This is an optimization exercise on Yosys and OpenROAD, whose aim is small area, a short achievable clock period and few clock cycles, not a production implementation.
The RTL was checked by simulation tests, not by an equivalence proof against the original design.
Power is estimated from default activity; no workload was simulated.

### design.v
module idcodec_core (
    input             clk,
    input             rst,
    input             in_valid,
    output            in_ready,
    input      [2:0]  in_op,
    input      [63:0] in_data,
    output            dig_valid,
    output     [7:0]  dig_data,
    output            resp_valid,
    output     [63:0] resp_value,
    output            resp_ovf,
    output     [6:0]  resp_len
);
    localparam OP_SETCFG  = 3'd1;
    localparam OP_SETPERM = 3'd2;
    localparam OP_ENC     = 3'd3;
    localparam OP_DIGIT   = 3'd4;
    localparam OP_DEC     = 3'd5;
    localparam LD_IDLE = 3'd0;    
    localparam LD_DIG  = 3'd1;    
    localparam LD_I2D  = 3'd2;    
    localparam LD_PAD  = 3'd3;    
    localparam LD_DONE = 3'd4;    
    integer i;
    reg         rdy_r;
    reg         cmd_v;
    reg  [2:0]  cmd_op;
    reg  [63:0] cmd_data;
    wire acc_now = in_valid & rdy_r & ~rst;
    always @(posedge clk) begin
        cmd_v    <= acc_now;
        cmd_op   <= in_op;
        cmd_data <= in_data;
    end
    wire c_cfg  = cmd_v & (cmd_op == OP_SETCFG);
    wire c_perm = cmd_v & (cmd_op == OP_SETPERM);
    wire c_enc  = cmd_v & ~rst & (cmd_op == OP_ENC);
    wire c_dig  = cmd_v & ~rst & (cmd_op == OP_DIGIT);
    wire c_dec  = cmd_v & ~rst & (cmd_op == OP_DEC);
    reg [8:0]    base;
    reg [6:0]    minlen;
    reg [10:0]   nbase1;           
    reg [10:0]   nbase2;           
    reg [179:0]  mul;              
    reg [2047:0] permf;
    always @(posedge clk) begin
        if (c_cfg) begin
            base   <= cmd_data[8:0];
            minlen <= cmd_data[22:16];
        end
        nbase1 <= 11'd0 - {2'd0, base};
        nbase2 <= 11'd0 - {1'd0, base, 1'b0};
        for (i = 1; i < 16; i = i + 1)
            mul[12*(i-1) +: 12] <= {3'd0, base} * i[3:0];
        for (i = 0; i < 256; i = i + 1)
            if (c_cfg || (c_perm && cmd_data[7:0] == i[7:0]))
                permf[8*i +: 8] <= c_cfg ? 8'hff : cmd_data[15:8];
    end
    reg [511:0] qm;
    function [5:0] ewrap;
        input [5:0] a;
        input       full;
        input       h;
        begin
            ewrap = full ? a : {h, a[4:0]};
        end
    endfunction
    reg        eng_run;
    reg        fwd;
    reg        efull;
    reg        e_nz;          
    reg        ehalf;
    reg  [1:0] eclaim;
    reg  [6:0] en_n;
    reg  [6:0] nm1;           
    reg  [6:0] lm1;           
    reg  [6:0] lm2;           
    reg        pf;            
    reg  [7:0] hdist;         
    reg  [5:0] wofs;          
    reg  [5:0] wofs_p;        
    reg  [7:0] dl [0:2];      
    reg  [5:0] rd0, rd1, rd2;
    reg        sq_pre;
    reg  [1:0] sq_pc;         
    reg  [6:0] sq_j, sq_r;
    reg  [12:0] sq_left;      
    reg  [7:0] slk;           
    reg  [1:0] b_g;
    reg  [5:0] b_w;
    reg  [7:0] b_x0, b_x1, b_xl;
    reg  [39:0] xa0, xa1;
    localparam [39:0] XAM = 40'hf83e0f83e0;
    reg        b_p0, b_p1, b_f0, b_f1, b_l0, b_l1, b_n0, b_n1;
    reg  [1:0] b_d0, b_d1;
    reg  [1:0] c_g;
    reg  [5:0] c_w, c_w1;
    reg  [7:0] c_v0, c_v1;
    reg  [63:0] ck0, ck1;
    localparam [63:0] CKM = 64'hff00_ff00_ff00_ff00;
    reg        c_p0, c_p1, c_f0, c_f1, c_n0, c_n1;
    reg  [1:0] c_d0, c_d1;
    reg  [7:0] carry;
    reg        d_we0, d_we1;
    reg  [5:0] d_w0, d_w1;
    reg  [7:0] d_wd0, d_wd1;
    reg         o_busy;
    reg         o_fwd;
    reg         o_full;
    reg         o_half;
    reg  [1:0]  o_claim;
    reg  [6:0]  o_n;
    reg  [5:0]  o_nm1;
    reg  [5:0]  o_base;
    reg  [5:0]  o_last;
    reg  [5:0]  o_addr;
    reg  [5:0]  o_off;
    reg  [6:0]  o_cnt;        
    reg  [3:0] pp_row [0:3];
    reg  [7:0] pp_out [0:3];
    always @(*) begin
        for (i = 0; i < 4; i = i + 1) begin
            if (eng_run && e_nz && (efull || i[1] == ehalf))
                pp_row[i] = ({rd0[5], rd0[0]} == i[1:0]) ? rd0[4:1] : rd1[4:1];
            else
                pp_row[i] = o_addr[4:1];
            pp_out[i] = qm[128*i + 8*pp_row[i] +: 8];
        end
    end
    wire [7:0] mx0 = pp_out[{rd0[5], rd0[0]}];
    wire [7:0] mx1 = pp_out[{rd1[5], rd1[0]}];
    wire [7:0] ro  = pp_out[{o_addr[5], o_addr[0]}];
    wire [7:0] mxl = qm[128*{rd2[5], rd2[0]} + 8*rd2[4:1] +: 8];
    wire jw  = (sq_j == lm1);                 
    wire jw2 = (sq_j == lm2);                 
    wire [6:0] j1 = jw ? 7'd0 : sq_j + 7'd1;
    wire [6:0] r1 = jw ? sq_r + 7'd1 : sq_r;
    wire [6:0] j2 = jw ? 7'd1 : jw2 ? 7'd0 : sq_j + 7'd2;
    wire [6:0] r2 = (jw || jw2) ? sq_r + 7'd1 : sq_r;
    wire v0 = sq_pre ? (sq_pc != 2'd0) : (sq_left != 13'd0);
    wire v1 = sq_pre ? (sq_pc == 2'd2) : (sq_left[12:1] != 12'd0);
    wire pass0 = sq_pre | (sq_j > nm1);
    wire pass1 = sq_pre | (j1 > nm1);
    wire first0 = ~sq_pre & (sq_j == 7'd0);
    wire first1 = ~sq_pre & jw;
    wire last0 = ~sq_pre & (sq_j == nm1);
    wire last1 = ~sq_pre & (j1 == nm1);
    wire fl0 = pf & ~sq_pre & (sq_r == en_n);
    wire fl1 = pf & ~sq_pre & (r1 == en_n);
    wire [1:0] dix0 = (pf && !sq_pre && sq_j < 7'd3) ? sq_j[1:0] : 2'd3;
    wire [1:0] dix1 = (pf && !sq_pre && j1 < 7'd3) ? j1[1:0] : 2'd3;
    wire nw0 = pf & ~sq_pre & (sq_r == 7'd0) & (sq_j < 7'd3);
    wire nw1 = pf & ~sq_pre & (r1 == 7'd0) & (j1 < 7'd3);
    wire la0 = ~fwd & ~pass0 & ~last0 & ~fl0;
    wire la1 = ~fwd & ~pass1 & ~last1 & ~fl1;
    wire ok2 = eng_run & v1 & ({6'd0, 1'b1, ~fwd} <= slk);
    wire ok1 = eng_run & v0 & ({7'd0, la0} < slk);
    wire [1:0] g = ok2 ? 2'd2 : ok1 ? 2'd1 : 2'd0;
    wire sq_end = ~sq_pre & (sq_left == 13'd0);
    wire       cw0_en = eng_run && d_we0;
    wire       cw1_en = eng_run && d_we1;
    wire [7:0] wd0, wd1;
    wire [7:0] x0 = (cw1_en && d_w1 == rd0) ? d_wd1 : (cw0_en && d_w0 == rd0) ? d_wd0 : mx0;
    wire [7:0] x1 = (cw1_en && d_w1 == rd1) ? d_wd1 : (cw0_en && d_w0 == rd1) ? d_wd0 : mx1;
    wire [7:0] xl = (cw1_en && d_w1 == rd2) ? d_wd1 : (cw0_en && d_w0 == rd2) ? d_wd0 : mxl;
    wire [5:0] rd3 = ewrap(rd0 + 6'd3, efull, ehalf);
    wire [5:0] rd4 = ewrap(rd0 + 6'd4, efull, ehalf);
    reg  [7:0] gv0 [0:7];
    reg  [7:0] gv1 [0:7];
    always @(*) begin
        for (i = 0; i < 8; i = i + 1) begin
            gv0[i] = permf[256*i + 8*(xa0[5*i +: 5] ^ XAM[5*i +: 5]) +: 8];
            gv1[i] = permf[256*i + 8*(xa1[5*i +: 5] ^ XAM[5*i +: 5]) +: 8];
        end
    end
    wire [7:0] pl0 = gv0[b_x0[7:5]];
    wire [7:0] pl1 = gv1[b_x1[7:5]];
    wire [7:0] sb0 = b_l0 ? 8'd0 : b_x1;
    wire [7:0] sb1 = b_l1 ? 8'd0 : b_xl;
    wire [8:0] df0 = {1'b0, b_x0} - {1'b0, sb0};
    wire [8:0] df1 = {1'b0, b_x1} - {1'b0, sb1};
    wire [8:0] dm0 = df0[8] ? df0 + base : df0;
    wire [8:0] dm1 = df1[8] ? df1 + base : df1;
    wire [7:0] v0_n = b_p0 ? b_x0 : fwd ? pl0 : dm0[7:0];
    wire [7:0] v1_n = b_p1 ? b_x1 : fwd ? pl1 : dm1[7:0];
    wire [7:0]  cin0 = c_f0 ? 8'd0 : carry;
    wire [10:0] t0a  = {3'd0, cin0} + {3'd0, c_v0};
    wire [10:0] t0b  = {3'd0, cin0} + {3'd0, c_v0} + nbase1;
    wire [7:0]  sum0 = t0b[10] ? t0a[7:0] : t0b[7:0];
    wire [10:0] t1a  = {3'd0, cin0} + {3'd0, c_v0} + {3'd0, c_v1};
    wire [10:0] t1b  = {3'd0, cin0} + {3'd0, c_v0} + {3'd0, c_v1} + nbase1;
    wire [10:0] t1c  = {3'd0, cin0} + {3'd0, c_v0} + {3'd0, c_v1} + nbase2;
    wire [7:0]  sum1 = c_f1 ? c_v1 : (~t1c[10] ? t1c[7:0] : ~t1b[10] ? t1b[7:0] : t1a[7:0]);
    reg [7:0] iv0, iv1;
    always @(*) begin
        iv0 = 8'd0;
        iv1 = 8'd0;
        for (i = 0; i < 256; i = i + 1) begin
            iv0 = iv0 | ({8{(permf[8*i +: 8] ^ CKM[8*(i/32) +: 8]) == ck0[8*(i/32) +: 8]}} & i[7:0]);
            iv1 = iv1 | ({8{(permf[8*i +: 8] ^ CKM[8*(i/32) +: 8]) == ck1[8*(i/32) +: 8]}} & i[7:0]);
        end
    end
    wire [7:0] o0 = c_p0 ? c_v0 : fwd ? sum0 : iv0;
    wire [7:0] o1 = c_p1 ? c_v1 : fwd ? sum1 : iv1;
    assign wd0 = (c_d0 != 2'd3) ? dl[c_d0] : o0;
    assign wd1 = (c_d1 != 2'd3) ? dl[c_d1] : o1;
    reg  [2:0]  ld_st;
    reg         ld_fwd;
    reg         lh;           
    reg  [1:0]  lclaim;       
    reg  [5:0]  lp;           
    reg  [6:0]  cnt;          
    reg  [12:0] sq_n;         
    reg  [1:0]  hfree;        
    reg  [63:0] q;
    reg  [7:0]  rem;
    reg  [7:0]  rem2;
    reg  [3:0]  qn1_r;        
    reg  [3:0]  tn2;          
    reg         s2v;          
    reg  [1:0]  i2d_bub;      
    reg         found1;       
    reg         found2;       
    reg  [7:0]  rem3;
    reg  [3:0]  qn2_r;
    reg  [3:0]  tn3;
    reg         s3v;
    reg  [3:0]  tn;           
    reg  [3:0]  cur_nib;
    reg         found;
    reg  [3:0]  ntop;
    reg  [3:0]  fnib;
    reg         dv;
    reg  [7:0]  dd;
    function [11:0] div16;
        input [7:0]   r;
        input [3:0]   nib;
        input [179:0] m;
        reg   [11:0]  xd;
        reg   [12:0]  dj [1:15];
        reg   [15:0]  ge;
        reg   [15:0]  oh;
        integer k;
        begin
            xd = {r, nib};
            ge[0] = 1'b1;
            for (k = 1; k < 16; k = k + 1) begin
                dj[k] = {1'b0, xd} - {1'b0, m[12*(k-1) +: 12]};
                ge[k] = ~dj[k][12];
            end
            for (k = 0; k < 15; k = k + 1)
                oh[k] = ge[k] & ~ge[k+1];
            oh[15] = ge[15];
            div16 = {4'd0, xd[7:0] & {8{oh[0]}}};
            for (k = 1; k < 16; k = k + 1)
                div16 = div16 | {k[3:0] & {4{oh[k]}}, dj[k][7:0] & {8{oh[k]}}};
        end
    endfunction
    wire [11:0] dv1 = div16(rem, cur_nib, mul);
    wire [11:0] dv2 = div16(rem2, qn1_r, mul);
    wire [11:0] dv3 = div16(rem3, qn2_r, mul);
    wire [3:0]  qn  = dv1[11:8];
    wire [7:0]  rn  = dv1[7:0];
    wire [3:0]  qn2 = dv2[11:8];
    wire [7:0]  rn2 = dv2[7:0];
    wire [3:0]  qn3 = dv3[11:8];
    wire [7:0]  rn3 = dv3[7:0];
    wire [3:0]  q_prev_nib = q[4*(tn - 4'd1) +: 4];
    reg  [3:0]  v_top;
    reg         v_nz;
    always @(*) begin
        v_top = 4'd0;
        v_nz  = 1'b0;
        for (i = 0; i < 16; i = i + 1)
            if (cmd_data[4*i +: 4] != 4'd0) begin
                v_top = i[3:0];
                v_nz  = 1'b1;
            end
    end
    wire [3:0] v_top_nib = cmd_data[4*v_top +: 4];
    reg  cnt_z, cnt_32, cnt_lm;
    wire can_write = cnt_z  ? hfree[lh] :
                     cnt_32 ? hfree[~lh] : 1'b1;
    reg       ld_we;
    reg [7:0] ld_wd;
    reg       wr_dv;
    reg       pd_v;           
    reg [7:0] pd_d;
    wire      pd_in = c_dig & (pd_v | ~can_write);
    always @(*) begin
        ld_we = 1'b0;
        wr_dv = 1'b0;
        ld_wd = cmd_data[7:0];
        if (pd_v) begin
            ld_we = can_write;
            ld_wd = pd_d;
        end else if (c_dig) begin
            ld_we = can_write;
        end else if (dv && can_write) begin
            ld_we = 1'b1;
            wr_dv = 1'b1;
            ld_wd = dd;
        end else if (ld_st == LD_PAD && !dv && cnt_lm && can_write) begin
            ld_we = 1'b1;
            ld_wd = 8'd0;
        end
    end
    wire i2d_stall = dv & ~can_write;
    reg  [63:0] acc;
    reg         ovf;
    reg  [2:0]  ac;           
    reg  [2:0]  mci;          
    reg         mv;           
    reg  [20:0] prl;          
    reg  [19:0] prh;
    reg         plast;        
    reg  [1:0]  pci;
    reg  [8:0]  cr;           
    reg  [7:0]  dcur;         
    reg         dvalid;       
    reg         inprog;       
    reg  [15:0] mreg;         
    reg  [1:0]  mri;
    reg         mrv;
    reg         o_first;      
    reg         dig_v_r;
    reg  [7:0]  dig_d_r;
    reg         resp_v_r;
    reg  [6:0]  resp_len_r;
    wire        d_fast  = dvalid && !inprog && (ac == 3'd0);
    wire        d_start = dvalid && !inprog && (ac != 3'd0);
    wire [15:0] mchunk  = acc[16*mci[1:0] +: 16];
    wire [20:0] mprl    = mreg * base[4:0];
    wire [19:0] mprh    = mreg * base[8:5];
    wire [24:0] asum    = {4'd0, prl} + {prh, 5'd0} + {16'd0, cr};
    wire        fin_add = mv && plast;
    reg         dn_v;
    reg         dn_fwd, dn_full, dn_half;
    reg  [1:0]  dn_claim;
    reg  [6:0]  dn_n;
    reg  [5:0]  dn_F;
    reg  [5:0]  dn_off;
    wire eng_done  = eng_run && sq_end && (b_g == 2'd0) && (c_g == 2'd0) && !d_we0 && !d_we1 && !dn_v;
    wire eng_start = (ld_st == LD_DONE) && !eng_run;
    wire [5:0] eng_F = pf ? ewrap(rd0 - 6'd3, efull, ehalf) : rd0;
    wire [5:0] eng_off = pf ? en_n[5:0] - 6'd2 : (en_n == 7'd1) ? 6'd0 : 6'd1;
    wire o_fin     = o_busy && (o_fwd ? (o_cnt == 7'd1) :
                                (!o_first && o_cnt == 7'd0 && (d_fast || (fin_add && !dvalid))));
    wire o_take_dn = dn_v && (!o_busy || (o_fin && dn_n != 7'd0));
    wire o_take_en = eng_done && !dn_v && (!o_busy || (o_fin && en_n != 7'd0));
    wire [1:0] s_mod = (cnt <= 7'd1 || cnt == 7'd3) ? 2'd0 : (cnt == 7'd2) ? 2'd1 : 2'd3;
    wire [1:0] pre_n = ld_fwd ? ((cnt >= 7'd3) ? 2'd2 : 2'd0) : ((cnt >= 7'd2) ? 2'd1 : 2'd0);
    wire       pf_n  = (cnt >= 7'd9);
    wire [8:0] n3m3  = {1'b0, cnt, 1'b0} + {2'b0, cnt} - 9'd3;
    reg [3:0] wq_en;
    reg [3:0] wq_row [0:3];
    reg [7:0] wq_dat [0:3];
    always @(*) begin
        for (i = 0; i < 4; i = i + 1) begin
            wq_en[i]  = 1'b0;
            wq_row[i] = lp[4:1];
            wq_dat[i] = ld_wd;
            if (cw0_en && {d_w0[5], d_w0[0]} == i[1:0]) begin
                wq_en[i]  = 1'b1;
                wq_row[i] = d_w0[4:1];
                wq_dat[i] = d_wd0;
            end else if (cw1_en && {d_w1[5], d_w1[0]} == i[1:0]) begin
                wq_en[i]  = 1'b1;
                wq_row[i] = d_w1[4:1];
                wq_dat[i] = d_wd1;
            end else if (ld_we && {lp[5], lp[0]} == i[1:0]) begin
                wq_en[i]  = 1'b1;
            end
        end
    end
    always @(posedge clk) begin
        if (rst || eng_start) begin
            cnt_z  <= 1'b1;
            cnt_32 <= 1'b0;
            cnt_lm <= 1'b1;
        end else if (ld_we) begin
            cnt_z  <= 1'b0;
            cnt_32 <= (cnt == 7'd31);
            cnt_lm <= (cnt + 7'd1 < minlen);
        end
    end
    always @(posedge clk) begin
        xa0[4:0]   <= x0[4:0];
        xa1[4:0]   <= x1[4:0];
        xa0[9:5]   <= ~x0[4:0];
        xa1[9:5]   <= ~x1[4:0];
        if (fwd) begin
            xa0[14:10] <= x0[4:0];
            xa1[14:10] <= x1[4:0];
            xa0[19:15] <= ~x0[4:0];
            xa1[19:15] <= ~x1[4:0];
        end
        ck0[55:48] <= v0_n;
        ck1[55:48] <= v1_n;
        ck0[63:56] <= ~v0_n;
        ck1[63:56] <= ~v1_n;
        if (!fwd) begin
            ck0[7:0] <= v0_n;
            ck1[7:0] <= v1_n;
        end
    end
    always @(posedge clk) begin
        for (i = 0; i < 64; i = i + 1)
            if (wq_en[i / 16] && wq_row[i / 16] == i[3:0])
                qm[8*i +: 8] <= wq_dat[i / 16];
    end
    wire       os_fwd  = o_take_dn ? dn_fwd  : fwd;
    wire       os_full = o_take_dn ? dn_full : efull;
    wire       os_half = o_take_dn ? dn_half : ehalf;
    wire [6:0] os_n    = o_take_dn ? dn_n    : en_n;
    wire [5:0] os_F    = o_take_dn ? dn_F    : eng_F;
    wire [5:0] os_off  = o_take_dn ? dn_off  : eng_off;
    always @(posedge clk) begin
        if (rst) begin
            ld_st  <= LD_IDLE;
            cnt    <= 7'd0;
            sq_n   <= 13'd0;
            dv     <= 1'b0;
            pd_v   <= 1'b0;
            lh     <= 1'b0;
            lp     <= 6'd31;
            lclaim <= 2'b00;
        end else begin
            if (pd_in) begin
                pd_v <= 1'b1;
                pd_d <= cmd_data[7:0];
            end
            if (ld_we) begin
                lp   <= lp - 6'd1;
                cnt  <= cnt + 7'd1;
                sq_n <= sq_n + {5'd0, cnt, 1'b1};
                if (cnt_z)  lclaim[lh]  <= 1'b1;
                if (cnt_32) lclaim[~lh] <= 1'b1;
                if (pd_v) pd_v <= 1'b0;
                if (wr_dv) dv <= 1'b0;
            end
            case (ld_st)
                LD_IDLE: begin
                    if (c_dig) ld_st <= LD_DIG;
                    if (c_dec) begin
                        ld_fwd <= 1'b0;
                        ld_st  <= LD_DONE;
                    end
                    if (c_enc) begin
                        ld_fwd  <= 1'b1;
                        q       <= cmd_data;
                        tn      <= v_top;
                        cur_nib <= v_top_nib;
                        rem     <= 8'd0;
                        rem2    <= 8'd0;
                        rem3    <= 8'd0;
                        found   <= 1'b0;
                        found1  <= 1'b0;
                        found2  <= 1'b0;
                        s2v     <= 1'b0;
                        s3v     <= 1'b0;
                        i2d_bub <= 2'd0;
                        ld_st   <= v_nz ? LD_I2D : LD_PAD;
                    end
                end
                LD_DIG: begin
                    if (c_dec) begin
                        ld_fwd <= 1'b0;
                        ld_st  <= LD_DONE;
                    end
                end
                LD_I2D: begin
                    if (!i2d_stall) begin
                        s2v <= (i2d_bub == 2'd0);
                        if (i2d_bub == 2'd0) begin
                            qn1_r <= qn;
                            tn2   <= tn;
                            if (qn != 4'd0) found1 <= 1'b1;
                            if (tn != 4'd0) begin
                                tn      <= tn - 4'd1;
                                cur_nib <= q_prev_nib;
                                rem     <= rn;
                            end else begin
                                dv      <= 1'b1;
                                dd      <= rn;
                                rem     <= 8'd0;
                                i2d_bub <= 2'd1;
                            end
                        end
                        s3v <= s2v;
                        if (s2v) begin
                            qn2_r <= qn2;
                            tn3   <= tn2;
                            rem2  <= rn2;
                            if (qn2 != 4'd0) found2 <= 1'b1;
                        end
                        if (i2d_bub == 2'd1) begin
                            rem2    <= 8'd0;
                            i2d_bub <= 2'd2;
                            if (found1) begin
                                dv <= 1'b1;
                                dd <= rn2;
                            end
                        end
                        if (s3v) begin
                            for (i = 0; i < 16; i = i + 1)
                                if (tn3 == i[3:0]) q[4*i +: 4] <= qn3;
                            rem3 <= rn3;
                            if (!found && qn3 != 4'd0) begin
                                found <= 1'b1;
                                ntop  <= tn3;
                                fnib  <= qn3;
                            end
                        end
                        if (i2d_bub == 2'd2) begin
                            i2d_bub <= 2'd0;
                            rem3    <= 8'd0;
                            found   <= 1'b0;
                            found1  <= 1'b0;
                            found2  <= 1'b0;
                            if (found2) begin
                                dv <= 1'b1;
                                dd <= rn3;
                            end
                            if (found) begin
                                tn      <= ntop;
                                cur_nib <= fnib;
                            end else if (qn3 != 4'd0) begin
                                tn      <= 4'd0;
                                cur_nib <= qn3;
                            end else begin
                                ld_st <= LD_PAD;
                            end
                        end
                    end
                end
                LD_PAD: begin
                    if (!dv && !ld_we && !cnt_lm)
                        ld_st <= LD_DONE;
                end
                default: ;
            endcase
            if (eng_start) begin
                ld_st  <= LD_IDLE;
                cnt    <= 7'd0;
                sq_n   <= 13'd0;
                lclaim <= 2'b00;
                if (cnt != 7'd0) begin
                    lh <= ~lh;
                    lp <= {~lh, 5'd31};
                end
            end
        end
        if (rst) begin
            hfree <= 2'b11;
        end else begin
            if (ld_we && cnt_z)  hfree[lh]  <= 1'b0;
            if (ld_we && cnt_32) hfree[~lh] <= 1'b0;
            if (o_fin) begin
                if (o_claim[0]) hfree[0] <= 1'b1;
                if (o_claim[1]) hfree[1] <= 1'b1;
            end
        end
        if (rst) begin
            eng_run <= 1'b0;
            b_g     <= 2'd0;
            d_we0   <= 1'b0;
            d_we1   <= 1'b0;
            c_g     <= 2'd0;
        end else if (eng_start) begin
            eng_run <= 1'b1;
            fwd     <= ld_fwd;
            efull   <= (cnt > 7'd32);
            e_nz    <= (cnt != 7'd0);
            ehalf   <= lh;
            eclaim  <= lclaim;
            en_n    <= cnt;
            nm1     <= cnt - 7'd1;
            pf      <= pf_n;
            lm1     <= cnt - 7'd1 + (pf_n ? 7'd0 : {5'd0, s_mod});
            lm2     <= cnt - 7'd2 + (pf_n ? 7'd0 : {5'd0, s_mod});
            sq_left <= sq_n + (pf_n ? 13'd3 : (s_mod == 2'd3) ? {4'd0, n3m3} : (s_mod == 2'd1) ? {6'd0, cnt} - 13'd1 : 13'd0);
            slk     <= pf_n ? {1'b0, cnt} - 8'd3 : {1'b0, cnt};
            hdist   <= pf_n ? {1'b0, cnt} - 8'd3 : {1'b0, cnt};
            wofs    <= pf_n ? cnt[5:0] - 6'd3 : cnt[5:0];
            wofs_p  <= cnt[5:0];
            rd0     <= ewrap(lp + 6'd1, cnt > 7'd32, lh);
            rd1     <= ewrap(lp + 6'd2, cnt > 7'd32, lh);
            rd2     <= ewrap(lp + 6'd3, cnt > 7'd32, lh);
            b_g     <= 2'd0;
            d_we0   <= 1'b0;
            d_we1   <= 1'b0;
            c_g     <= 2'd0;
            carry   <= 8'd0;
            sq_pre  <= (pre_n != 2'd0);
            sq_pc   <= pre_n;
            sq_j    <= 7'd0;
            sq_r    <= 7'd0;
        end else if (eng_run) begin
            b_g  <= g;
            b_w  <= ewrap(rd0 + (sq_pre ? wofs_p : wofs), efull, ehalf);
            slk  <= hdist - {6'd0, g} - {6'd0, b_g};
            b_x0 <= x0;
            b_x1 <= x1;
            if (fwd) begin
                xa0[34:30] <= x0[4:0];
                xa1[34:30] <= x1[4:0];
                xa0[39:35] <= ~x0[4:0];
                xa1[39:35] <= ~x1[4:0];
            end
            xa0[29:25] <= ~x0[4:0];
            xa1[29:25] <= ~x1[4:0];
            if (g != 2'd0) begin
                xa0[24:20] <= x0[4:0];
                xa1[24:20] <= x1[4:0];
            end
            b_xl <= xl;
            b_p0 <= pass0;
            b_p1 <= pass1;
            b_f0 <= first0;
            b_f1 <= first1;
            b_l0 <= last0;
            b_l1 <= last1;
            b_d0 <= dix0;
            b_d1 <= dix1;
            b_n0 <= nw0;
            b_n1 <= nw1;
            case (g)
                2'd2: begin
                    rd0 <= rd2;
                    rd1 <= rd3;
                    rd2 <= rd4;
                end
                2'd1: begin
                    rd0 <= rd1;
                    rd1 <= rd2;
                    rd2 <= rd3;
                end
                default: ;
            endcase
            if (sq_pre) begin
                sq_pc  <= sq_pc - g;
                sq_pre <= (sq_pc != g);
            end else begin
                if (g == 2'd2) begin
                    sq_j    <= j2;
                    sq_r    <= r2;
                    sq_left <= sq_left - 13'd2;
                end else if (g == 2'd1) begin
                    sq_j    <= j1;
                    sq_r    <= r1;
                    sq_left <= sq_left - 13'd1;
                end
            end
            c_g  <= b_g;
            c_w  <= b_w;
            c_w1 <= ewrap(b_w + 6'd1, efull, ehalf);
            c_v0 <= v0_n;
            c_v1 <= v1_n;
            ck0[15:8] <= ~v0_n;
            ck1[15:8] <= ~v1_n;
            if (!fwd) begin
                ck0[23:16] <= v0_n;
                ck1[23:16] <= v1_n;
                ck0[31:24] <= ~v0_n;
                ck1[31:24] <= ~v1_n;
            end
            if (b_g != 2'd0) begin
                ck0[39:32] <= v0_n;
                ck1[39:32] <= v1_n;
                ck0[47:40] <= ~v0_n;
                ck1[47:40] <= ~v1_n;
            end
            c_p0 <= b_p0;
            c_p1 <= b_p1;
            c_f0 <= b_f0;
            c_f1 <= b_f1;
            c_d0 <= b_d0;
            c_d1 <= b_d1;
            c_n0 <= b_n0;
            c_n1 <= b_n1;
            if (c_g == 2'd2)      carry <= sum1;
            else if (c_g == 2'd1) carry <= sum0;
            d_we0 <= (c_g != 2'd0) && !c_n0;
            d_we1 <= (c_g == 2'd2) && !c_n1;
            d_w0  <= c_w;
            d_w1  <= c_w1;
            d_wd0 <= wd0;
            d_wd1 <= wd1;
            if (c_g != 2'd0 && c_d0 != 2'd3) dl[c_d0] <= o0;
            if (c_g == 2'd2 && c_d1 != 2'd3) dl[c_d1] <= o1;
            if (eng_done)
                eng_run <= 1'b0;
        end
        if (rst) begin
            dn_v <= 1'b0;
        end else begin
            if (o_take_dn)
                dn_v <= 1'b0;
            if (eng_done && !o_take_en) begin
                dn_v     <= 1'b1;
                dn_fwd   <= fwd;
                dn_full  <= efull;
                dn_half  <= ehalf;
                dn_claim <= eclaim;
                dn_n     <= en_n;
                dn_F     <= eng_F;
                dn_off   <= eng_off;
            end
        end
        dig_v_r  <= 1'b0;
        resp_v_r <= 1'b0;
        if (rst) begin
            o_busy <= 1'b0;
        end else begin
            if (o_busy) begin
                if (o_fwd) begin
                    dig_v_r <= 1'b1;
                    dig_d_r <= ro;
                    o_cnt   <= o_cnt - 7'd1;
                    if (o_off == o_nm1) begin
                        o_off  <= 6'd0;
                        o_addr <= o_base;
                    end else begin
                        o_off  <= o_off + 6'd1;
                        o_addr <= ewrap(o_addr + 6'd1, o_full, o_half);
                    end
                end else begin
                    if (o_first) begin
                        o_first <= 1'b0;
                        acc     <= 64'd0;
                        ovf     <= 1'b0;
                        ac      <= 3'd0;
                        inprog  <= 1'b0;
                        mv      <= 1'b0;
                        mrv     <= 1'b0;
                        dvalid  <= 1'b0;
                    end else begin
                        if (mrv) begin
                            prl   <= mprl;
                            prh   <= mprh;
                            pci   <= mri;
                            plast <= ({1'b0, mri} + 3'd1 == ac);
                            mv    <= 1'b1;
                        end else begin
                            mv  <= 1'b0;
                        end
                        if (d_start) begin
                            mreg <= acc[15:0];
                            mri  <= 2'd0;
                            mrv  <= 1'b1;
                            mci  <= 3'd1;
                        end else if (mrv) begin
                            if (mci < ac) begin
                                mreg <= mchunk;
                                mri  <= mci[1:0];
                                mci  <= mci + 3'd1;
                            end else begin
                                mrv  <= 1'b0;
                            end
                        end
                        if (d_start) begin
                            inprog <= 1'b1;
                            cr     <= {1'b0, dcur};
                            dvalid <= 1'b0;
                        end
                        if (mv) begin
                            acc[16*pci +: 16] <= asum[15:0];
                            cr <= asum[24:16];
                            if (fin_add) begin
                                inprog <= 1'b0;
                                if (ac != 3'd4)
                                    acc[16*ac[1:0] +: 16] <= {7'd0, asum[24:16]};
                                if (asum[24:16] != 9'd0) begin
                                    if (ac == 3'd4) ovf <= 1'b1;
                                    else            ac  <= ac + 3'd1;
                                end
                            end
                        end
                        if (d_fast) begin
                            acc[15:0] <= {8'd0, dcur};
                            ac        <= (dcur != 8'd0) ? 3'd1 : 3'd0;
                            dvalid    <= 1'b0;
                        end
                        if (o_cnt != 7'd0 && (!dvalid || d_fast || d_start)) begin
                            dcur   <= ro;
                            dvalid <= 1'b1;
                            o_cnt  <= o_cnt - 7'd1;
                            if (o_off == 6'd0) begin
                                o_off  <= o_nm1;
                                o_addr <= o_last;
                            end else begin
                                o_off  <= o_off - 6'd1;
                                o_addr <= ewrap(o_addr - 6'd1, o_full, o_half);
                            end
                        end
                    end
                end
                if (o_fin) begin
                    o_busy     <= 1'b0;
                    resp_v_r   <= 1'b1;
                    resp_len_r <= o_n;
                end
            end
            if (o_take_dn || o_take_en) begin
                o_busy  <= 1'b1;
                o_fwd   <= os_fwd;
                o_full  <= os_full;
                o_half  <= os_half;
                o_claim <= o_take_dn ? dn_claim : eclaim;
                o_n     <= os_n;
                o_nm1   <= os_n[5:0] - 6'd1;
                o_cnt   <= os_n;
                o_base  <= os_F;
                o_last  <= ewrap(os_F + os_n[5:0] - 6'd1, os_full, os_half);
                o_off   <= os_off;
                o_addr  <= ewrap(os_F + os_off, os_full, os_half);
                o_first <= 1'b1;
                if (os_n == 7'd0) begin
                    o_busy     <= 1'b0;
                    resp_v_r   <= 1'b1;
                    resp_len_r <= 7'd0;
                    acc        <= 64'd0;
                    ovf        <= 1'b0;
                end
            end
        end
    end
    wire big_now = acc_now & ((in_op == OP_ENC) | (in_op == OP_DEC));
    wire dig_now = acc_now & (in_op == OP_DIGIT);
    reg  [2:0] ld_st_n;
    always @(*) begin
        ld_st_n = ld_st;
        if (c_enc) ld_st_n = LD_I2D;
        if (c_dec) ld_st_n = LD_DONE;
        if (c_dig) ld_st_n = LD_DIG;
        if (eng_start) ld_st_n = LD_IDLE;
    end
    wire [6:0] cnt_n   = eng_start ? 7'd0 : (cnt + {6'd0, ld_we});
    wire       lh_n    = (eng_start && cnt != 7'd0) ? ~lh : lh;
    wire pd_n    = (pd_v & ~ld_we) | pd_in;
    wire space_n = ~pd_n & ~(dig_now & ((cnt_n == 7'd0)  ? ~hfree[lh_n] :
                                        (cnt_n == 7'd32) ? ~hfree[~lh_n] : 1'b0));
    always @(posedge clk) begin
        if (rst)
            rdy_r <= 1'b1;
        else
            rdy_r <= (ld_st_n == LD_IDLE || ld_st_n == LD_DIG) && !big_now && space_n;
    end
    assign in_ready   = rdy_r;
    assign dig_valid  = dig_v_r;
    assign dig_data   = dig_d_r;
    assign resp_valid = resp_v_r;
    assign resp_value = acc;
    assign resp_ovf   = ovf;
    assign resp_len   = resp_len_r;
endmodule
### run.sh
#!/bin/bash
# synth_recipe.tcl (not shown) runs the flow's synth.tcl, then flattens the netlist and writes it again
# the make line also repeats each setting of config.mk as NAME=value (left out here)
make -C /OpenROAD-flow-scripts/flow DESIGN_CONFIG=/design/flow/config.mk WORK_HOME=/design/flow/orfs CLKGATE_MAP_FILE= SYNTH_SCRIPT=/design/flow/synth_recipe.tcl finish
### config.mk
export PLATFORM = sky130hd
export DESIGN_NAME = idcodec_core
export DESIGN_NICKNAME = idcodec_core
export VERILOG_FILES = /design/flow/design.v
export SDC_FILE = /design/flow/constraint.sdc
export NUM_CORES = 8
export LEC_CHECK = 0
export CAP_MARGIN = 30
export CORE_MARGIN = 2
export CORE_UTILIZATION = 25
export SLEW_MARGIN = 30
### constraint.sdc
create_clock -name core_clock -period 12.0 [get_ports {clk}]
set_input_delay 2.4000 -clock core_clock [delete_from_list [all_inputs] [get_ports {clk}]]
set_output_delay 2.4000 -clock core_clock [all_outputs]
set_load 0.01 [all_outputs]
==> results of run 1 <==
critical path, stage by stage, from the launching register on:
cell and delay [ps]:
edfxtp_1 570, nor2b_1 100, ha_1 220, fa_1 420, a21oi_1 260, nor2_1 70
nor2_1 180, xnor2_1 210, ha_1 330, a21boi_0 170, o21ai_0 270, a21boi_0 210
o21ai_0 290, nand2_1 120, xnor2_1 170, ha_1 320, nor3_1 50, a2111oi_0 730
nand3_1 390, or3b_2 550, a31oi_1 400, o31ai_1 120, a222oi_1 480, mux2_2 270
registers in the layout, summed over array words and instances, names as in the netlist, 13 cells and up, named ones only:
| register | flops |
|---|---|
| q | 64 |
| sq_left | 13 |
| cmd_data | 64 |
| mul | 74 |
| permf | 2048 |
| ck0 | 64 |
| dl | 24 |
| mreg | 16 |
| ck1 | 64 |
| prl | 21 |
| qm | 512 |
| xa1 | 40 |
| sq_n | 13 |
| prh | 20 |
| acc | 64 |
| xa0 | 40 |
placed cells by master (no fill, tap or decap), types with 211 or more instances in the layout:
master     Yosys  layout
mux4_2      1616    1616
nor2_1       987     944
a21oi_1      573     537
nand2_1      775     756
xnor2_1     2285    2285
clkbuf_16      0     410
dfxtp_1      258     211
ha_1         810     810
mux2i_1      419     399
edfxtp_1    3358    3358
buf_4         27     610
nor4_1       565     540
o21ai_1       11     258
xor2_1      2354    2354
o21ai_0      685     419
inv_1        542     539
nand4_1      667     667
stage by stage:
stage | area, um2 | util (%)
2_1_floorplan | 245000 | -
3_3_place_gp | 263000 | 26.9
3_5_place_dp | 264000 | 27.0
5_1_grt | 278000 | 28.5
4_1_cts | 278000 | 28.4
6_report | 279000 | 28.5
final cells by class:
type                       instances  area, um2  area share [%]
tap                            13000      16200            5.82
timing repair buffer             804       6720            2.41
multi-input combinational      14200     133000            47.7
inverter                         550       2070           0.743
clock inverter                   276       3540            1.27
antenna                          184        460           0.165
clock buffer                     475      10600            3.82
sequential                      3616     106000            38.1
where the power goes:
part / internal, mW / switching, mW / leakage [nW]
logic: 1.34 / 2.50 / 53.9
registers: 14.1 / 0.306 / 32.5
clock network: 7.78 / 5.81 / 6.83
total: 23.2 / 8.62 / 93.2
routing by layer:
metal | wire, um | up-vias
met2 | 473000 | 13900
met3 | 136000 | 2976
li1 | - | 74400
met4 | 81100 | 56
met5 | 477 | -
met1 | 411000 | 95500
final timing paths:
kind | endpoint | startpoint | slack, ps
worst min-delay path | c_w[1]$_DFFE_PP_ | b_w[1]$_DFFE_PP_ | 390
worst max register to register | dl[0][7]$_DFFE_PP_ | c_f0$_DFFE_PP_ | 4930
worst max-delay path | dl[0][7]$_DFFE_PP_ | c_f0$_DFFE_PP_ | 4930
worst min register to register | c_w[1]$_DFFE_PP_ | b_w[1]$_DFFE_PP_ | 390
cell families (layout without fill, tap and decap cells):
kind of cell,count (synthesis),count (layout),synth area share [%]
muxes,2082,2082,16.8
DFF,3616,3616,43.2
AOI/OAI and AO/OA,2580,2580,6.77
xor gates and xnor gates,4641,4641,16.6
adders and majority gates,965,965,5.40
buffers and inverters,1796,2105,3.11
and+or+nand+nor,3905,3905,8.16
other,0,184,0
==> results.txt, run 1 <==
* Worst Slack Setup Final at 4930 ps
* Status: no timing/DRC/antenna violations
* Slew Limit Fails at 0
* Number of synthesized flops with an enable pin at between 3k and 4k
* Mapped Area at between 0.2 and 0.25 mm2
* Area delta synth->final at 13.6%
* Critical path endpoint category: flip-flop
* Routability cong. at 1.03
* Starting Density at between 20% and 30%
* Leak pwr at ~93 nW
* Worst reg-to-reg path cell count at 23
* CP max FO at 8
* Num CTS Buffers at ~400
* CTS Sinks at around 3.6k
* CTS clk-pin slew, worst paths at 70 ps
* Post-CTS setup buffers at 0
* Worst slack, placed at between 5000 and 6000 ps
* GRT busiest layer: met2
* Initial antenna violation count at between 150 and 200
* Final period util at 58.9%
* CTS Buffer Depth at 4
* DRT Pass-1 Iters at 9
* Setup TNS at 0 ps
* Nets@finish at 20.6k
* Syn Area/Cell at 12.5 um2
* Least-Margin Pin Slew at between 1000 and 1500 ps
* Worst skew pair latency at 1100 ps
* Fraction of registers with async set/reset at 0%
* Cells after synthesis at 19.6k
* IO Port Bufs at 152
* Met2 Use GR at between 30% and 40%
* Hold Buf Count CTS at 0
* PwrDens at 114 mW/mm2
* Total grt overflow at 0
* YS warnings at 10
* GRT Total Usage at 21.2%
* Routed vias/inst at roughly 5.7
* Met3 usage at 6.62%
* Layout cells sized above 1 at 16.8%
* Filler Cells Inserted at 98.9k
* Vias in the first global route at 176k
* Post-cts resize count at 0
* Syn Nets at around 21k
* Worst hold path type: flip-flop to flip-flop
* Count leader, synth: edfxtp_1
* Power after layout at 31.8 mW
* Prevailing post-synth register cell: edfxtp_1
* Yosys reg bits at 3616
* Final setup vio count at 0
* Layout Cells excl Fill at 33.0k
* Grt met1 use at between 20% and 30%
* Core area at 0.977 mm2
* First-pass GRT wire length at 1490000 um
* CTS tree: done
* Rel. slew slack at about an eighth
* Placed Cells incl. Taps at 32.1k
* WS Path Type: flip-flop to flip-flop
* Pin count of the biggest net entering global routing at 109
* Yosys top cell area share at 41.1%
* Worst hold margin at 394 ps
* Area contributors post-synth: edfxtp_1 (41%), mux4_2 (15%), xor2_1 (8.4%)
* WP data required at 12960 ps
* Root buf cell: clkbuf_16
* Worst setup SP type: flip-flop
* Max Clock Freq at about 0.14 GHz
* Final wirelength at 1100000 um
* Hold path cells at 0
* Netlist cell types at 109
* Post-synthesis sequential area ratio at between 40% and 50%
* VDD IR-drop max at approximately 130 uV
* Die Height at 995 um
* Skew final at 155 ps
* CTS H-tree depth at 5
* IO Count at 153
* Post-DRT Antenna Nets at 0
* Cell taking the most area after synthesis: edfxtp_1
* Final worst path period need at 7070 ps
* DRC marker count from the first detailed-route iteration at 28.0k
* Die W at between 900 and 1000 um
* RSZ-0062 raised after global routing: no
* Final hold viol count at 0
* DRC violations left at 0
* Row count at about 360
* Max Cap Viol at 0
* Via count at 187k
* Post-detailed-placement half-perimeter wirelength at slightly below 800000 um
* Critical Path AT at 8030 ps
* Post-synth top cells: edfxtp_1 (3358), xor2_1 (2354), xnor2_1 (2285), mux4_2 (1616), nor2_1 (987)
* Die ar. at about 0.99 mm2
* WL per Instance at 33.3 um
Testbench counts, summed over its fixed seeds: cycles 67,602.
==> run 2, diff against run 1 <==
--- a/design.v
+++ b/design.v
@@ -35,24 +35,28 @@
     end
     wire c_cfg  = cmd_v & (cmd_op == OP_SETCFG);
     wire c_perm = cmd_v & (cmd_op == OP_SETPERM);
-    wire c_enc  = cmd_v & ~rst & (cmd_op == OP_ENC);
-    wire c_dig  = cmd_v & ~rst & (cmd_op == OP_DIGIT);
-    wire c_dec  = cmd_v & ~rst & (cmd_op == OP_DEC);
+    wire c_enc  = cmd_v & (cmd_op == OP_ENC);
+    wire c_dig  = cmd_v & (cmd_op == OP_DIGIT);
+    wire c_dec  = cmd_v & (cmd_op == OP_DEC);
     reg [8:0]    base;
+    reg [8:0]    mbase;            
     reg [6:0]    minlen;
     reg [10:0]   nbase1;           
     reg [10:0]   nbase2;           
-    reg [179:0]  mul;              
+    reg [194:0]  mula;
     reg [2047:0] permf;
     always @(posedge clk) begin
         if (c_cfg) begin
             base   <= cmd_data[8:0];
             minlen <= cmd_data[22:16];
         end
+        mbase  <= base;
         nbase1 <= 11'd0 - {2'd0, base};
         nbase2 <= 11'd0 - {1'd0, base, 1'b0};
         for (i = 1; i < 16; i = i + 1)
-            mul[12*(i-1) +: 12] <= {3'd0, base} * i[3:0];
+        begin
+            mula[13*(i-1) +: 13] <= {4'd0, base} * i[3:0];
+        end
         for (i = 0; i < 256; i = i + 1)
             if (c_cfg || (c_perm && cmd_data[7:0] == i[7:0]))
                 permf[8*i +: 8] <= c_cfg ? 8'hff : cmd_data[15:8];
@@ -104,7 +108,13 @@
     reg  [7:0] carry;
     reg        d_we0, d_we1;
     reg  [5:0] d_w0, d_w1;
-    reg  [7:0] d_wd0, d_wd1;
+    reg        d_sel0, d_sel1, d_p0, d_p1, d_u0, d_u1;
+    reg  [1:0] d_d0, d_d1;
+    reg  [7:0] d_dl0, d_dl1, d_v0, d_v1, d_s0, d_s1, d_i0, d_i1;
+    wire [7:0] d_o0  = d_p0 ? d_v0 : fwd ? d_s0 : d_i0;
+    wire [7:0] d_o1  = d_p1 ? d_v1 : fwd ? d_s1 : d_i1;
+    wire [7:0] d_wd0 = d_sel0 ? d_dl0 : d_o0;
+    wire [7:0] d_wd1 = d_sel1 ? d_dl1 : d_o1;
     reg         o_busy;
     reg         o_fwd;
     reg         o_full;
@@ -113,8 +123,9 @@
     reg  [6:0]  o_n;
     reg  [5:0]  o_nm1;
     reg  [5:0]  o_base;
-    reg  [5:0]  o_last;
+    wire [5:0]  o_last;
     reg  [5:0]  o_addr;
+    assign o_last = ewrap(o_base + o_nm1, o_full, o_half);
     reg  [5:0]  o_off;
     reg  [6:0]  o_cnt;        
     reg  [3:0] pp_row [0:3];
@@ -160,7 +171,6 @@
     wire sq_end = ~sq_pre & (sq_left == 13'd0);
     wire       cw0_en = eng_run && d_we0;
     wire       cw1_en = eng_run && d_we1;
-    wire [7:0] wd0, wd1;
     wire [7:0] x0 = (cw1_en && d_w1 == rd0) ? d_wd1 : (cw0_en && d_w0 == rd0) ? d_wd0 : mx0;
     wire [7:0] x1 = (cw1_en && d_w1 == rd1) ? d_wd1 : (cw0_en && d_w0 == rd1) ? d_wd0 : mx1;
     wire [7:0] xl = (cw1_en && d_w1 == rd2) ? d_wd1 : (cw0_en && d_w0 == rd2) ? d_wd0 : mxl;
@@ -183,6 +193,8 @@
     wire [8:0] dm0 = df0[8] ? df0 + base : df0;
     wire [8:0] dm1 = df1[8] ? df1 + base : df1;
     wire [7:0] v0_n = b_p0 ? b_x0 : fwd ? pl0 : dm0[7:0];
+    wire [7:0] k0_n = b_p0 ? b_x0 : dm0[7:0];    
+    wire [7:0] k1_n = b_p1 ? b_x1 : dm1[7:0];
     wire [7:0] v1_n = b_p1 ? b_x1 : fwd ? pl1 : dm1[7:0];
     wire [7:0]  cin0 = c_f0 ? 8'd0 : carry;
     wire [10:0] t0a  = {3'd0, cin0} + {3'd0, c_v0};
@@ -201,10 +213,6 @@
             iv1 = iv1 | ({8{(permf[8*i +: 8] ^ CKM[8*(i/32) +: 8]) == ck1[8*(i/32) +: 8]}} & i[7:0]);
         end
     end
-    wire [7:0] o0 = c_p0 ? c_v0 : fwd ? sum0 : iv0;
-    wire [7:0] o1 = c_p1 ? c_v1 : fwd ? sum1 : iv1;
-    assign wd0 = (c_d0 != 2'd3) ? dl[c_d0] : o0;
-    assign wd1 = (c_d1 != 2'd3) ? dl[c_d1] : o1;
     reg  [2:0]  ld_st;
     reg         ld_fwd;
     reg         lh;           
@@ -236,7 +244,8 @@
     function [11:0] div16;
         input [7:0]   r;
         input [3:0]   nib;
-        input [179:0] m;
+        input [194:0] m;
+        input [1:0]   form;
         reg   [11:0]  xd;
         reg   [12:0]  dj [1:15];
         reg   [15:0]  ge;
@@ -246,7 +255,11 @@
             xd = {r, nib};
             ge[0] = 1'b1;
             for (k = 1; k < 16; k = k + 1) begin
-                dj[k] = {1'b0, xd} - {1'b0, m[12*(k-1) +: 12]};
+                case (form)
+                    2'd0:    dj[k] = {1'b0, xd} - m[13*(k-1) +: 13];
+                    2'd1:    dj[k] = {1'b0, xd} + m[13*(k-1) +: 13];
+                    default: dj[k] = {1'b0, xd} + m[13*(k-1) +: 13] + 13'd1;
+                endcase
                 ge[k] = ~dj[k][12];
             end
             for (k = 0; k < 15; k = k + 1)
@@ -257,9 +270,9 @@
                 div16 = div16 | {k[3:0] & {4{oh[k]}}, dj[k][7:0] & {8{oh[k]}}};
         end
     endfunction
-    wire [11:0] dv1 = div16(rem, cur_nib, mul);
-    wire [11:0] dv2 = div16(rem2, qn1_r, mul);
-    wire [11:0] dv3 = div16(rem3, qn2_r, mul);
+    wire [11:0] dv1 = div16(rem, cur_nib, mula, 2'd0);
+    wire [11:0] dv2 = div16(rem2, qn1_r, mula, 2'd0);
+    wire [11:0] dv3 = div16(rem3, qn2_r, mula, 2'd0);
     wire [3:0]  qn  = dv1[11:8];
     wire [7:0]  rn  = dv1[7:0];
     wire [3:0]  qn2 = dv2[11:8];
@@ -331,8 +344,8 @@
     wire        d_fast  = dvalid && !inprog && (ac == 3'd0);
     wire        d_start = dvalid && !inprog && (ac != 3'd0);
     wire [15:0] mchunk  = acc[16*mci[1:0] +: 16];
-    wire [20:0] mprl    = mreg * base[4:0];
-    wire [19:0] mprh    = mreg * base[8:5];
+    wire [20:0] mprl    = mreg * mbase[4:0];
+    wire [19:0] mprh    = mreg * mbase[8:5];
     wire [24:0] asum    = {4'd0, prl} + {prh, 5'd0} + {16'd0, cr};
     wire        fin_add = mv && plast;
     reg         dn_v;
@@ -396,13 +409,13 @@
             xa0[19:15] <= ~x0[4:0];
             xa1[19:15] <= ~x1[4:0];
         end
-        ck0[55:48] <= v0_n;
-        ck1[55:48] <= v1_n;
-        ck0[63:56] <= ~v0_n;
-        ck1[63:56] <= ~v1_n;
+        ck0[55:48] <= k0_n;
+        ck1[55:48] <= k1_n;
+        ck0[63:56] <= ~k0_n;
+        ck1[63:56] <= ~k1_n;
         if (!fwd) begin
-            ck0[7:0] <= v0_n;
-            ck1[7:0] <= v1_n;
+            ck0[7:0] <= k0_n;
+            ck1[7:0] <= k1_n;
         end
     end
     always @(posedge clk) begin
@@ -658,19 +671,19 @@
             c_w1 <= ewrap(b_w + 6'd1, efull, ehalf);
             c_v0 <= v0_n;
             c_v1 <= v1_n;
-            ck0[15:8] <= ~v0_n;
-            ck1[15:8] <= ~v1_n;
+            ck0[15:8] <= ~k0_n;
+            ck1[15:8] <= ~k1_n;
             if (!fwd) begin
-                ck0[23:16] <= v0_n;
-                ck1[23:16] <= v1_n;
-                ck0[31:24] <= ~v0_n;
-                ck1[31:24] <= ~v1_n;
+                ck0[23:16] <= k0_n;
+                ck1[23:16] <= k1_n;
+                ck0[31:24] <= ~k0_n;
+                ck1[31:24] <= ~k1_n;
             end
             if (b_g != 2'd0) begin
-                ck0[39:32] <= v0_n;
-                ck1[39:32] <= v1_n;
-                ck0[47:40] <= ~v0_n;
-                ck1[47:40] <= ~v1_n;
+                ck0[39:32] <= k0_n;
+                ck1[39:32] <= k1_n;
+                ck0[47:40] <= ~k0_n;
+                ck1[47:40] <= ~k1_n;
             end
             c_p0 <= b_p0;
             c_p1 <= b_p1;
@@ -686,10 +699,24 @@
             d_we1 <= (c_g == 2'd2) && !c_n1;
             d_w0  <= c_w;
             d_w1  <= c_w1;
-            d_wd0 <= wd0;
-            d_wd1 <= wd1;
-            if (c_g != 2'd0 && c_d0 != 2'd3) dl[c_d0] <= o0;
-            if (c_g == 2'd2 && c_d1 != 2'd3) dl[c_d1] <= o1;
+            d_sel0 <= (c_d0 != 2'd3);
+            d_sel1 <= (c_d1 != 2'd3);
+            d_dl0  <= dl[c_d0];
+            d_dl1  <= dl[c_d1];
+            d_d0   <= c_d0;
+            d_d1   <= c_d1;
+            d_u0   <= (c_g != 2'd0);
+            d_u1   <= (c_g == 2'd2);
+            d_p0   <= c_p0;
+            d_p1   <= c_p1;
+            d_v0   <= c_v0;
+            d_v1   <= c_v1;
+            d_s0   <= sum0;
+            d_s1   <= sum1;
+            d_i0   <= iv0;
+            d_i1   <= iv1;
+            if (d_u0 && d_d0 != 2'd3) dl[d_d0] <= d_o0;
+            if (d_u1 && d_d1 != 2'd3) dl[d_d1] <= d_o1;
             if (eng_done)
                 eng_run <= 1'b0;
         end
@@ -813,7 +840,6 @@
                 o_nm1   <= os_n[5:0] - 6'd1;
                 o_cnt   <= os_n;
                 o_base  <= os_F;
-                o_last  <= ewrap(os_F + os_n[5:0] - 6'd1, os_full, os_half);
                 o_off   <= os_off;
                 o_addr  <= ewrap(os_F + os_off, os_full, os_half);
                 o_first <= 1'b1;
==> results.txt, run 2 <==
* WP data required at 12740 ps (was 12960 ps)
* Placed Cells incl. Taps at 32.7k (was 32.1k)
* DRC violations left at 0 (unchanged)
* Final period util at 51.5% (was 58.9%)
* Sequential Power Share at 48.3% (was 45.2%)
* Max Clock Freq at 0.162 GHz (was 0.141 GHz)
* Final hold viol count at 0 (unchanged)
* CTS Buffer Depth at 4 (unchanged)
* Leak pwr at 93.9 nW (was 93.2 nW)
* Final setup vio count at 0 (unchanged)
* GRT Total Usage at 20.7% (was 21.2%)
* Post-cts resize count at 0 (unchanged)
* YS warnings at 10 (unchanged)
* Cells after synthesis at 19.9k (was 19.6k)
* Netlist cell types at 102 (was 109)
* Syn Nets at 21.0k (was 20.6k)
* Largest register FFs at 2048 (unchanged)
* Vias in the first global route at 178k (was 176k)
* Post-detailed-placement half-perimeter wirelength at 777000 um (was 793000 um)
* WL per Instance at 32.2 um (was 33.3 um)
* CTS H-tree depth at 5 (unchanged)
* WS Path Type: flip-flop to flip-flop (unchanged)
* Status: no timing/DRC/antenna violations (unchanged)
* Commonest non-fill, non-tap cell in the layout: edfxtp_1 (unchanged)
* First-pass GRT wire length at 1470000 um (was 1490000 um)
* Internal Power at 22.3 mW (was 23.2 mW)
* Worst hold path type: flip-flop to flip-flop (unchanged)
* Post-synthesis sequential area ratio at 43.5% (was 43.2%)
* Cell taking the most area after synthesis: edfxtp_1 (unchanged)
* CTS tree: done (unchanged)
* Part of the power in combinational logic at 7.0% (was 12.1%)
* PwrDens at 106 mW/mm2 (was 114 mW/mm2)
* Hold Buf Count CTS at 0 (unchanged)
* Num CTS Buffers at 401 (was 405)
* Rel. slew slack at 18.4% (was 11.9%)
* Prevailing post-synth register cell: edfxtp_1 (unchanged)
* VDD IR-drop max at 128 uV (was 126 uV)
* RSZ-0062 raised after global routing: no (unchanged)
* Slowest CP cell: a2111oi_0 (unchanged)
* Area contributors post-synth: edfxtp_1 (41%), mux4_2 (15%), xnor2_1 (8.5%) (was edfxtp_1 (41%), mux4_2 (15%), xor2_1 (8.4%))
* Most frequent cells in the layout: edfxtp_1 (3410), xnor2_1 (2411), xor2_1 (2233) (was edfxtp_1 (3358), xor2_1 (2354), xnor2_1 (2285))
* Post-synth top cells: edfxtp_1 (3410), xnor2_1 (2411), xor2_1 (2234), mux4_2 (1602), nor2_1 (1019) (was edfxtp_1 (3358), xor2_1 (2354), xnor2_1 (2285), mux4_2 (1616), nor2_1 (987))
* CP max FO at 11 (was 8)
* Die W at 999 um (was 995 um)
* Routability cong. at 1.02 (was 1.03)
* Worst skew pair latency at 1050 ps (was 1100 ps)
* Area delta synth->final at 13.6% (about the same)
* Syn Area/Cell at 12.4 um2 (was 12.5 um2)
* Yosys reg bits at 3668 (was 3616)
* Net Sw Frac at 25.0% (was 27.1%)
* Layout Cells excl Fill at 33.5k (was 33.0k)
* Setup TNS at 0 ps (unchanged)
* Nets@finish at 20.9k (was 20.6k)
* Total grt overflow at 0 (unchanged)
* Row count at 365 (was 363)
* DRT Pass-1 Iters at 7 (was 9)
* Number of synthesized flops with an enable pin at 3410 (was 3358)
* Initial antenna violation count at 129 (was 158)
* Top Registers: permf x2048, qm x512, mula x71 (was permf x2048, qm x512, mul x74)
* Top reg by flops: permf (unchanged)
* Root buf cell: clkbuf_16 (unchanged)
* Die Height at 999 um (was 995 um)
* IO Port Bufs at 152 (unchanged)
* CP Cell Sequence: nor2b_1, ha_1, fa_1, xor2_1, ha_1, nor2b_1, o21ai_0, a21boi_0, o21a_1, o21ai_0, nand2b_1, a21oi_1, xor2_1, ha_1, nor3_1, a2111oi_0, nand3_1, mux2_2, a211oi_1, a21oi_1, a22o_1 (was nor2b_1, ha_1, fa_1, a21oi_1, nor2_1, nor2_1, xnor2_1, ha_1, a21boi_0, o21ai_0, a21boi_0, o21ai_0, nand2_1, xnor2_1, ha_1, nor3_1, a2111oi_0, nand3_1, or3b_2, a31oi_1, o31ai_1, a222oi_1, mux2_2)
* Layout cells sized above 1 at 16.7% (was 16.8%)
* Buf/Inv on CP at 0 (unchanged)
* Slew Limit Fails at 0 (unchanged)
* Routed vias/inst at 5.58 (was 5.65)
* Via count at 187k (about the same)
* Final worst path period need at 6190 ps (was 7070 ps)
* Post-DRT Antenna Nets at 0 (unchanged)
* CTS clk-pin slew, worst paths at 70 ps (about the same)
* CTS Sinks at 3668 (was 3616)
* DRC marker count from the first detailed-route iteration at 27.5k (was 28.0k)
* Clock power frac at 44.7% (was 42.7%)
* Die ar. at 0.998 mm2 (was 0.989 mm2)
* Skew final at 105 ps (was 155 ps)
* Worst setup SP type: flip-flop (unchanged)
* Largest stage delay on the critical path at 540 ps (was 730 ps)
* Starting Density at 25.1% (about the same)
* Cell family with most CP delay: compound AO/OA/AOI/OAI gates (unchanged)
* Crit path top cell by count: ha_1 (unchanged)
* Yosys top cell area share at 41.4% (was 41.1%)
* Pin count of the biggest net entering global routing at 131 (was 109)
* IO Count at 153 (unchanged)
* Count leader, synth: edfxtp_1 (unchanged)
* Core area at 0.987 mm2 (was 0.977 mm2)
* Mapped Area at 0.247 mm2 (was 0.245 mm2)
* Fraction of registers with async set/reset at 0% (unchanged)
* Max Cap Viol at 0 (unchanged)
* P_sw at 7.42 mW (was 8.62 mW)
* Critical Path AT at 6920 ps (was 8030 ps)
* Critical path endpoint category: flip-flop (unchanged)
* Post-CTS setup buffers at 0 (unchanged)
* Least-Margin Pin Slew at 1220 ps (was 1280 ps)
* Final wirelength at 1080000 um (was 1100000 um)
[run 2: changes by cell type after synthesis, sizes merged, moves of 29 or more]
cell    change
clkbuf    +159
buf       -145
a21oi     +128
xnor2     +127
xor2      -120
nand4     -108
nor4      +102
o21ai      +58
edfxtp     +52
o22ai      -49
a211oi     -41
nor2       +33
and2       +29
mux2       +29
[run 2: final cells by class]
| type | count | area (um2) |
|---|---|---|
| multi-input cells | 14500 | 134000 |
| clock inverters | 281 | 3250 |
| repair buffers | 813 | 6720 |
| diodes | 95 | 238 |
| well taps | 13200 | 16500 |
| fillers | 99900 | 706000 |
| inverters | 543 | 2050 |
| clock buffers | 466 | 10600 |
| flip-flops and latches | 3668 | 108000 |
[run 2: cell families after synthesis]
| group | count (synthesis) | synth area share [%] |
|---|---|---|
| XOR/XNOR | 4646 | 16.4 |
| AND/OR/NAND/NOR | 4056 | 8.41 |
| flip-flops | 3668 | 43.5 |
| AO/OA/AOI/OAI | 2689 | 6.88 |
| multiplexers | 2099 | 16.6 |
| buffers and inverters | 1803 | 2.83 |
| adder cells (fa/ha/maj) | 961 | 5.33 |
[run 2: path summary, 6_finish.rpt]
| path | startpoint | to | slack (ps) | cells past startpoint |
|---|---|---|---|---|
| setup / recovery | c_f0$_DFFE_PP_ | carry[2]$_SDFFCE_PP0P_ | 5810 | 21 |
| hold / removal | tn2[1]$_DFFE_PP_ | tn3[1]$_DFFE_PP_ | 410 | 0 |
| setup reg to reg | c_f0$_DFFE_PP_ | carry[2]$_SDFFCE_PP0P_ | 5810 | 21 |
| hold reg to reg | tn2[1]$_DFFE_PP_ | tn3[1]$_DFFE_PP_ | 410 | 0 |
[run 2: per-stage QoR]
step           instance area (um2)  utilization (%)  setup slack (ps)  hold slack, ps  power [mW]
2_1_floorplan               247000                -              3850             400        15.7
3_3_place_gp                266000             27.0              5570             400        16.6
3_5_place_dp                267000             27.0              5870             405        16.6
4_1_cts                     281000             28.4              5800             395        29.7
5_1_grt                     281000             28.5              5420             421        30.4
6_report                    281000             28.5              5810             410        29.7
[run 2: metal layers]
metal | global-route usage, % | part of all wire (%)
met5 | 0 | 0.054
met4 | 13.6 | 8.0
met3 | 5.96 | 12
met2 | 31.4 | 43
met1 | 25.8 | 37
[run 2: worst reg2reg max path, delay by kind of cell (launching register included)]
kind / cells / cell delay, ps
AOI/OAI and AO/OA: 9 / 2250
adders and majority gates: 4 / 1250
and+or+nand+nor: 5 / 910
xor gates and xnor gates: 2 / 540
DFF: 1 / 520
muxes: 1 / 420
[run 2: power by group through the flow]
stage               Sequential, mW  Combinational (mW)  Clock (mW)
floorplan                     14.6                1.17           0
global placement              14.6                1.99           0
detailed placement            14.6                2.01           0
CTS                           14.3                2.03        13.4
global route                  14.3                2.17        13.8
finish                        14.3                2.08        13.3
Testbench counts of run 2, summed over its fixed seeds: cycles 67,602.

-- afterwards: timing with drivers on the ports --
No port has a modelled driver above. Below, the same layouts with a new extraction and two added sets of constraints.
Step 1 (the two cells are an assumption about what drives the block):
set clk [get_ports {clk}]
set_driving_cell -lib_cell sky130_fd_sc_hd__clkbuf_16 $clk
set_driving_cell -lib_cell sky130_fd_sc_hd__buf_2 [delete_from_list [all_inputs] $clk]
Step 2 moves the port delays by t, midway between the first and last clock arrival at a register: inputs arrive t later, outputs are due t later. That takes back most of the time a late clock gives input paths.
a / b / c = ideal / step 1 / step 2; a / b = the first two.
| run | shift t [ns] | slack for setup (ns) | hold WS [ns] | worst setup path at the end |
|---|---|---|---|---|
| run 1 | 1.155 | 4.927 / 4.927 / 4.927 | 0.394 / 0.394 / 0.394 | register to register |
| run 2 | 1.150 | 5.815 / 5.815 / 5.815 | 0.410 / 0.410 / 0.410 | register to register |
After both steps every run listed still meets setup and hold.
